Source: an optimization exercise on an open RTL-to-GDS flow (aim: small area). Production flows keep margins and buffers that such runs may drop.
At most, simulation tests tie the RTL to the original design; equivalence was not proved.
No activity file was given, so power comes from the tool's default toggle rates.

## v34
Design ufa_top, start of the top module:
module ufa_top (
  input             clk,
  input             rst,
  input             in_valid,
  output            in_ready,
  input      [1:0]  in_op,
  input      [7:0]  in_data,
  input      [31:0] in_now,
  output            out_valid,
  input             out_ready,
  output     [1:0]  out_kind,
  output     [31:0] out_data
);
  localparam [1:0] OP_FEED = 2'd0, OP_TICK = 2'd1, OP_LOCK = 2'd2;
  localparam [1:0] K_WAKE = 2'd0, K_TX = 2'd1, K_EVENT = 2'd2, K_DIAG = 2'd3;
  localparam [3:0] D_OVERFLOW = 4'd1, D_TOO_SHORT = 4'd2, D_CHECKSUM = 4'd3,
                   D_SIZE = 4'd4, D_SOURCE = 4'd5, D_UNK_CMD = 4'd6,
                   D_UNK_SUB = 4'd7, D_CONFIG = 4'd8;
  localparam [3:0] E_STATUS = 4'd1, E_LOCK = 4'd2, E_LOW_BAT = 4'd3,
                   E_DISCOVERY = 4'd4, E_SETTING = 4'd5, E_UNKNOWN = 4'd6;
  localparam [2:0] LS_PIN = 3'd0, LS_NFC = 3'd1, LS_USER = 3'd2, LS_SELF = 3'd3,
  ...
clock: 10.0 ns
lec_check: 0
cap_margin: 20
core_margin: 2
core_utilization: 40
slew_margin: 20
standard.sh (not shown) runs the stock make flow with config.mk's settings and CLKGATE_MAP_FILE= SYNTH_SCRIPT=/design/flow/synth_recipe.tcl, a recipe that flattens the netlist after the stock synthesis.
==> flow/flow/run.sh <==
#!/bin/bash
# Standard ORFS layout (the standard.sh), with two changes:
#  - ports are buffered with the smallest buffer instead of clkdlybuf4s50_1;
#  - CTS uses clkbuf_8 without dummy loads.
set -euo pipefail
bash standard.sh \
  "BUFFER_PORTS_ARGS=-buffer_cell sky130_fd_sc_hd__buf_1" \
  "CTS_ARGS=-sink_clustering_enable -repair_clock_nets -buf_list sky130_fd_sc_hd__clkbuf_8 -dont_use_dummy_load" \
  finish > standard_sh.log 2>&1
v34 ended with every stage complete and zero timing, DRC or antenna violations.
diff inputs: v34 => v24
Settings: CTS_BUF_LIST newly set to sky130_fd_sc_hd__clkbuf_8; CTS_CLUSTER_DIAMETER newly set to 200; CTS_CLUSTER_SIZE newly set to 60.
==> flow/run.sh (new file) <==
#!/bin/bash
# synth_recipe.tcl (not shown) runs the flow's synth.tcl, then flattens the netlist and writes it again
# the make line also repeats each setting of config.mk as NAME=value (left out here)
make -C /OpenROAD-flow-scripts/flow DESIGN_CONFIG=/design/flow/config.mk WORK_HOME=/design/flow/orfs CLKGATE_MAP_FILE= SYNTH_SCRIPT=/design/flow/synth_recipe.tcl finish
removed: flow/flow/run.sh
removed: flow/standard.sh
## What came out
Compared with v34, v24 shows proportion of power drawn by combinational gates higher by 0.2 points. Via count of the first global-routing pass (v24 vs. v34) increases by a few percent. Run comparison: v24 launch point of the critical path in_now[30]; v34 launch point of the critical path in_now[22]. In the final reports, the cell area of v24 is larger than that of v34. Delta (v24 minus v34): minimum setup slack in the final design now smaller, via count now larger.

---

Setup of rev 12:
Another version of the RTL of ufa_top (not shown whole).
For scale: roughly 920 cells after synthesis, roughly 150 flip-flops, ~82 I/O pins, ~0.0086 mm² of cells after synthesis.
// ufa_top
module ufa_top (
  input             clk,
  input             rst,
  input             in_valid,
  output            in_ready,
  input      [1:0]  in_op,
  input      [7:0]  in_data,
  input      [31:0] in_now,
  output            out_valid,
  input             out_ready,
  output     [1:0]  out_kind,
  output     [31:0] out_data
);
  localparam [1:0] OP_FEED = 2'd0, OP_TICK = 2'd1, OP_LOCK = 2'd2;
  localparam [1:0] K_WAKE = 2'd0, K_TX = 2'd1, K_EVENT = 2'd2, K_DIAG = 2'd3;
  localparam [3:0] D_OVERFLOW = 4'd1, D_TOO_SHORT = 4'd2, D_CHECKSUM = 4'd3,
                   D_SIZE = 4'd4, D_SOURCE = 4'd5, D_UNK_CMD = 4'd6,
                   D_UNK_SUB = 4'd7, D_CONFIG = 4'd8;
  localparam [3:0] E_STATUS = 4'd1, E_LOCK = 4'd2, E_LOW_BAT = 4'd3,
                   E_DISCOVERY = 4'd4, E_SETTING = 4'd5, E_UNKNOWN = 4'd6;
  localparam [2:0] LS_PIN = 3'd0, LS_NFC = 3'd1, LS_USER = 3'd2, LS_SELF = 3'd3,
                   LS_TIMEOUT = 3'd4, LS_JAM = 3'd5;
  localparam [1:0] S_IDLE = 2'd0, S_DIAG = 2'd1, S_EVT = 2'd2, S_TX = 2'd3;
  localparam [1:0] F_LOCK = 2'd0, F_ACK = 2'd1, F_DISC = 2'd2, F_POLL = 2'd3;
  localparam [31:0] T_FRAME = 32'd10;
  localparam [31:0] T_POLL  = 32'd1800000;
  reg [5:0]  rx_len;
  reg [7:0]  h_cmd, h_src, h_seq, h_len, h_p0, h_p1;
  reg [7:0]  x_prev;         
  reg [7:0]  b_last;         
  reg [31:0] lbt;            
  reg [31:0] lp;             
  reg        lp_zero;        
  reg        discovered;
  reg [3:0]  ph;             
  reg        armed;          
  reg        ba, ga, bb, gb;   
  reg [1:0]  st;
  reg [1:0]  ftype;
  reg        tt;             
  reg [2:0]  k;              
  reg        poll_pend;
  reg [1:0] nb;
  always @(*) nb = in_now[{ph, 1'b0} +: 2];
  ...
==> flow/config.mk <==
export PLATFORM = sky130hd
export DESIGN_NAME = ufa_top
export DESIGN_NICKNAME = ufa_top
export VERILOG_FILES = /design/flow/design.v
export SDC_FILE = /design/flow/constraint.sdc
export NUM_CORES = 4
export LEC_CHECK = 0
export CAP_MARGIN = 20
export CORE_MARGIN = 2
export CORE_UTILIZATION = 40
export SLEW_MARGIN = 20
==> flow/constraint.sdc <==
create_clock -name core_clock -period 10.0 [get_ports {clk}]
set_input_delay 2.0000 -clock core_clock [delete_from_list [all_inputs] [get_ports {clk}]]
set_output_delay 2.0000 -clock core_clock [all_outputs]
set_load 0.01 [all_outputs]
run.sh (not shown) runs the stock make flow with config.mk's settings and CLKGATE_MAP_FILE= SYNTH_SCRIPT=/design/flow/synth_recipe.tcl, a recipe that flattens the netlist after the stock synthesis.
Stock flow here: none of the scripts above is used.
Rev 12 reached the final stage; the timing, design-rule and antenna checks on its layout passed.
The following lists how rev 13 was set up differently from rev 12:
- setting ABC_AREA to 1 for the first time
Results
- Rev 13 ended with every stage complete and zero timing, DRC or antenna violations.
- Run comparison: rev 12 worst setup path startpoint h_cmd[7]$_DFFE_PP_; rev 13 worst setup path startpoint rx_len[0]$_SDFFE_PP0P_
- The source-to-sink clock delay at the later pin of the worst-skew pair was comparable across rev 12 and rev 13.
- Rev 13 vs rev 12 — xor/xnor cell area share of the yosys netlist dropped 1.4 points.
- Netlist area before placement: rev 13 worse than rev 12
- Sequential cell fraction of total power for rev 13: 1.6 points up relative to rev 12
- Rev 13: combinational fraction of design power is 0.8 points higher than what rev 12 reported.
- Number of ordinary and repair buffers in the finished layout for rev 13: 3 down relative to rev 12
- Overall routed net length: rev 12 and rev 13 compared, higher one is rev 13
- Changes observed in rev 13 relative to rev 12: switching power share of the total has decreased, met1 track demand over resource went down 1.7 points.
Function was not checked in any run of this note: the RTL went through the layout flow alone.

afterwards: timing with drivers on the ports:
Ports are ideal in the flow. The routed layouts listed here were re-timed in OpenROAD. Step 1 (the two cells are an assumption about what drives the block):
set clk [get_ports {clk}]
set_driving_cell -lib_cell sky130_fd_sc_hd__clkbuf_16 $clk
set_driving_cell -lib_cell sky130_fd_sc_hd__buf_2 [delete_from_list [all_inputs] $clk]
Step 2 times the ports against the registers' clock, not the clock port: input delays grow and output delays shrink by t, the midpoint of the rising clock arrivals with the driver on. Slacks: no drivers / after step 1 / after step 2; pairs: no drivers / after step 1.
| run | t (ns) | slack for setup (ns) | latest minus earliest clock arrival (ns) | worst slew at a driven data input, ns |
|---|---|---|---|---|
| v34 | 0.487 | 2.474 / 2.452 / 2.452 | 0.040 / 0.040 | 0.04 |
| v24 | 0.489 | 1.738 / 1.710 / 1.710 | 0.017 / 0.017 | 0.05 |
| rev 12 | 0.476 | 3.612 / 3.564 / 3.812 | 0.019 / 0.019 | 0.06 |
| rev 13 | 0.470 | 3.698 / 3.653 / 3.829 | 0.011 / 0.011 | 0.04 |
After both steps every run listed still meets setup and hold. The setup slack of v24, which loses most, moves by -0.028 ns with the drivers and by -0.028 ns with both steps.
